Context: an optimization exercise on an open-source flow, tuned for small area, a short achievable clock period and few clock cycles per item. The choices shown serve that exercise and are no tape-out recipe. At most, simulation tests tie the RTL to the original design; equivalence was not proved. No activity file was given, so power comes from the tool's default toggle rates.

==> inputs of branch sierra <==
==> flow/design.v (excerpt) <==
module dtl_hdr_codec (
    input  wire         clk,
    input  wire         rst,
    input  wire         cmd_valid,
    output wire         cmd_ready,
    input  wire         cmd_op,        
    input  wire         cmd_scr_en,    
    input  wire [11:0]  b_plen,
    input  wire [11:0]  b_seq,
    input  wire [3:0]   b_mod,
    input  wire [3:0]   b_fec,
    input  wire [7:0]   b_flen,
    input  wire [7:0]   b_cwid,
    input  wire [13:0]  b_off,
    input  wire [13:0]  b_short,
    input  wire [3:0]   b_emod,
    input  wire [3:0]   b_efec,
    input  wire [767:0] hdr_in,
    output wire         res_valid,
    output wire [95:0]  hdr_out,       
    output wire         res_ok,        
    output wire [11:0]  r_plen,
    output wire [11:0]  r_seq,
    output wire [3:0]   r_mod,
    output wire [3:0]   r_fec,
    output wire [7:0]   r_flen,
    output wire [7:0]   r_cwid,
    output wire [13:0]  r_off,
    output wire [13:0]  r_short,
    output wire [3:0]   r_emod,
    output wire [3:0]   r_efec
);
==> flow/config.mk <==
export PLATFORM = sky130hd
export DESIGN_NAME = dtl_hdr_codec
export DESIGN_NICKNAME = dtl_hdr_codec
export VERILOG_FILES = /design/flow/design.v
export SDC_FILE = /design/flow/constraint.sdc
export NUM_CORES = 4
export LEC_CHECK = 0
export CAP_MARGIN = 20
export CORE_AREA = 10 10 290 290
export DIE_AREA = 0 0 300 300
export SETUP_SLACK_MARGIN = 2.9
export SLEW_MARGIN = 20
export SYNTH_HIERARCHICAL = 1
export SYNTH_MINIMUM_KEEP_SIZE = 0
export TNS_END_PERCENT = 30
==> flow/constraint.sdc <==
create_clock -name core_clock -period 5.0 [get_ports {clk}]
set_input_delay 1.0000 -clock core_clock [delete_from_list [all_inputs] [get_ports {clk}]]
set_output_delay 1.0000 -clock core_clock [all_outputs]
set_load 0.01 [all_outputs]
standard.sh (not shown) runs the stock make flow with config.mk's settings and CLKGATE_MAP_FILE= SYNTH_SCRIPT=/design/flow/synth_recipe.tcl, a recipe that flattens the netlist after the stock synthesis.
==> flow/flow/run.sh <==
#!/bin/bash
# The standard layout, with two changes to how the cells are sized:
#  - the port buffers are made from the smallest buffer cell (buf_1);
#  - the pins of each header bit sit side by side (flow/io.tcl);
#  - clock tree synthesis adds no dummy loads;
#  - the port buffers of the CRC and check outputs are buf_4 (flow/outbuf.tcl);
#  - after floorplan, every combinational cell is set to the smallest drive
#    strength of its footprint, so that the later timing repair sizes up
#    only what the timing needs.
# Each tool's output goes to a log of its own in the work folder.
set -euo pipefail
cd "$(dirname "$0")/.."
W=$PWD
R=$W/orfs/results/${FLOW_PLATFORM:-sky130hd}/dtl_hdr_codec/base
PB="BUFFER_PORTS_ARGS=-buffer_cell sky130_fd_sc_hd__buf_1"
IO="PRE_IO_PLACEMENT_TCL=$W/flow/io.tcl"
CTS="CTS_ARGS=-sink_clustering_enable -repair_clock_nets -dont_use_dummy_load"
bash standard.sh "$PB" "$IO" floorplan > flow_make_floorplan.log 2>&1
RESULTS=$R openroad -no_init -exit flow/downsize.tcl > flow_downsize.log 2>&1
bash standard.sh "$PB" "$IO" place > flow_make_place.log 2>&1
RESULTS=$R openroad -no_init -exit flow/outbuf.tcl > flow_outbuf.log 2>&1
bash standard.sh "$PB" "$IO" "$CTS" finish > flow_make_finish.log 2>&1
==> flow/flow/outbuf.tcl <==
# Give the output ports fed from the CRC / check registers a buf_4 as their
# port buffer (buffer_ports made them buf_1): those registers sit by the CRC
# network, far from their pins.
set lib $::env(FLOW_HOME)/platforms/sky130hd/lib/sky130_fd_sc_hd__tt_025C_1v80.lib
read_liberty $lib
read_db $::env(RESULTS)/3_place.odb
set db [ord::get_db]
set block [ord::get_db_block]
set m4 [$db findMaster sky130_fd_sc_hd__buf_4]
set ports {res_ok}
for {set k 88} {$k < 96} {incr k} { lappend ports "hdr_out\[$k\]" }
foreach p $ports {
  set bt [$block findBTerm $p]
  if {$bt == "NULL"} { continue }
  set net [$bt getNet]
  foreach it [$net getITerms] {
    set inst [$it getInst]
    set mn [[$inst getMaster] getName]
    if {[$it isOutputSignal] && [string match "sky130_fd_sc_hd__buf_*" $mn]} {
      puts "upsize [$inst getName] $mn -> sky130_fd_sc_hd__buf_4 (drives $p)"
      $inst swapMaster $m4
    }
  }
}
write_db $::env(RESULTS)/3_place.odb
Other scripts of this flow, unchanged in this note and not shown: flow/flow/downsize.tcl, flow/flow/io.tcl
==> branch ember (differences from branch sierra) <==
--- a/flow/design.v
+++ b/flow/design.v
@@ -53,20 +53,21 @@
         for (k = 0; k < HB; k = k + 1) sign_bits[k] = hdr_in[8*k + 7];
     end
     assign cmd_ready = 1'b1;
     reg          a_v;
     reg [HB-1:0] a_y;
+    wire        op_n = ~cmd_op;
     wire [83:0] a_m;
     wire [HB-1:0] a_d;
     genvar gi;
     generate
         for (gi = 0; gi < 84; gi = gi + 1) begin : g_sel
-            dtl_mux2 u_m (.s(cmd_op), .a(body_bits[gi]), .b(sign_bits[gi]), .y(a_m[gi]));
+            dtl_aoi22 u_m (.a1(cmd_op), .a2(sign_bits[gi]), .b1(op_n), .b2(body_bits[gi]), .y(a_m[gi]));
             if (SCR_SEQ[gi]) begin : g_scr
-                dtl_xor2 u_s (.a(a_m[gi]), .b(cmd_scr_en), .y(a_d[gi]));
+                dtl_xnor2 u_s (.a(a_m[gi]), .b(cmd_scr_en), .y(a_d[gi]));
             end else begin : g_pass
-                assign a_d[gi] = a_m[gi];
+                assign a_d[gi] = a_m[gi];    
             end
         end
     endgenerate
     assign a_d[95:84] = (cmd_op ? sign_bits[95:84] : 12'h000) ^ (cmd_scr_en ? SCR_SEQ[95:84] : 12'h000);
     reg          a_bc;          
@@ -505,11 +506,11 @@
     wire n213;
     dtl_xor2 u_n213 (.a(n202), .b(n201), .y(n213));
     wire n214;
     dtl_xor2 u_n214 (.a(n204), .b(n206), .y(n214));
     wire n215;
-    dtl_xor2 u_n215 (.a(n207), .b(n185), .y(n215));
+    dtl_xnor2 u_n215 (.a(n207), .b(n185), .y(n215));
     wire n216;
     dtl_xor2 u_n216 (.a(n186), .b(n208), .y(n216));
     wire n217;
     dtl_xor2 u_n217 (.a(n209), .b(n190), .y(n217));
     wire n218;
@@ -517,11 +518,11 @@
     wire n219;
     dtl_xor2 u_n219 (.a(n211), .b(n196), .y(n219));
     wire n220;
     dtl_xor2 u_n220 (.a(n212), .b(n199), .y(n220));
     wire n221;
-    dtl_xor2 u_n221 (.a(n203), .b(n213), .y(n221));
+    dtl_xnor2 u_n221 (.a(n203), .b(n213), .y(n221));
     wire n222;
     dtl_xor2 u_n222 (.a(n205), .b(n214), .y(n222));
     wire [7:0] t = {n222, n221, n220, n219, n218, n217, n216, n215};
     wire [3:0] ok_a;
     wire [1:0] ok_b;
@@ -539,11 +540,11 @@
     reg [7:0]    b_t;
     reg          b_ok;
     always @(posedge clk) begin
         if (rst) b_v <= 1'b0;
         else     b_v <= a_v;
-        b_y   <= a_y[83:0];
+        b_y   <= a_y[83:0] ^ 84'h218d4cf928b9bbf6cb08f;   
         b_r85 <= a_y[85];
         b_t   <= t;
         b_ok  <= ok;
     end
     assign res_valid = b_v;
@@ -569,12 +570,15 @@
             assign r_off  [13 - g] = b_y[48 + g];
             assign r_short[13 - g] = b_y[62 + g];
         end
     endgenerate
 endmodule
-module dtl_mux2 (input wire s, input wire a, input wire b, output wire y);
-    assign y = s ? b : a;
+module dtl_aoi22 (input wire a1, input wire a2, input wire b1, input wire b2, output wire y);
+    assign y = ~((a1 & a2) | (b1 & b2));
+endmodule
+module dtl_xnor2 (input wire a, input wire b, output wire y);
+    assign y = ~(a ^ b);
 endmodule
 module dtl_nor2 (input wire a, input wire b, output wire y);
     assign y = ~(a | b);
 endmodule
 module dtl_nand2 (input wire a, input wire b, output wire y);
==> flow/flow/run.sh (replaced) <==
#!/bin/bash
# The standard layout, with two changes to how the cells are sized:
#  - the port buffers are made from the smallest buffer cell (buf_1);
#  - the pins of each header bit sit side by side (flow/io.tcl);
#  - clock tree synthesis adds no dummy loads;
#  - after floorplan, every combinational cell is set to the smallest drive
#    strength of its footprint, so that the later timing repair sizes up
#    only what the timing needs.
# Each tool's output goes to a log of its own in the work folder.
set -euo pipefail
cd "$(dirname "$0")/.."
W=$PWD
R=$W/orfs/results/${FLOW_PLATFORM:-sky130hd}/dtl_hdr_codec/base
PB="BUFFER_PORTS_ARGS=-buffer_cell sky130_fd_sc_hd__buf_1"
IO="PRE_IO_PLACEMENT_TCL=$W/flow/io.tcl"
CTS="CTS_ARGS=-sink_clustering_enable -repair_clock_nets -dont_use_dummy_load"
bash standard.sh "$PB" "$IO" floorplan > flow_make_floorplan.log 2>&1
RESULTS=$R openroad -no_init -exit flow/downsize.tcl > flow_downsize.log 2>&1
bash standard.sh "$PB" "$IO" "$CTS" finish > flow_make_finish.log 2>&1
removed: flow/flow/outbuf.tcl
==> notes <==
Sequential power is about the same in branch sierra and branch ember.
Of branch ember and branch sierra, branch sierra has the higher worst setup slack (gap 0.0056 ns).
In clock power, branch ember and branch sierra hardly differ.
Between branch ember and branch sierra, the lower combinational power is in branch ember (gap about 2%, measured against branch sierra).
Testbench counts of branch sierra, summed over its fixed seeds: cycles 976, items 960.
Function not checked in branch ember: the RTL went through the layout flow alone.

==> re-timing with driven ports <==
Ports are ideal in the flow. The routed layouts listed here were re-timed in OpenROAD. Step 1 sets driving cells, clkbuf_16 on the clock port and buf_2 on the other inputs (assumed; they add their load-dependent delay and slew). Step 2, shift: input delay + t, output delay - t, t = (earliest + latest rising clock arrival at the registers) / 2. This alone moves slack from input paths to output paths. Three values: ideal, step 1, step 2; two values: the first two.
| run | t (ns) | slack for setup (ns) | cell pins on the clock port's net |
|---|---|---|---|
| branch sierra | 0.524 | 2.834 / 2.834 / 2.467 | 1 |
| branch ember | 0.509 | 2.828 / 2.802 / 2.472 | 1 |
After both steps setup and hold are still met in every run listed. The setup slack of branch sierra, which loses most, moves by 0.000 ns with the drivers and by -0.367 ns with both steps.
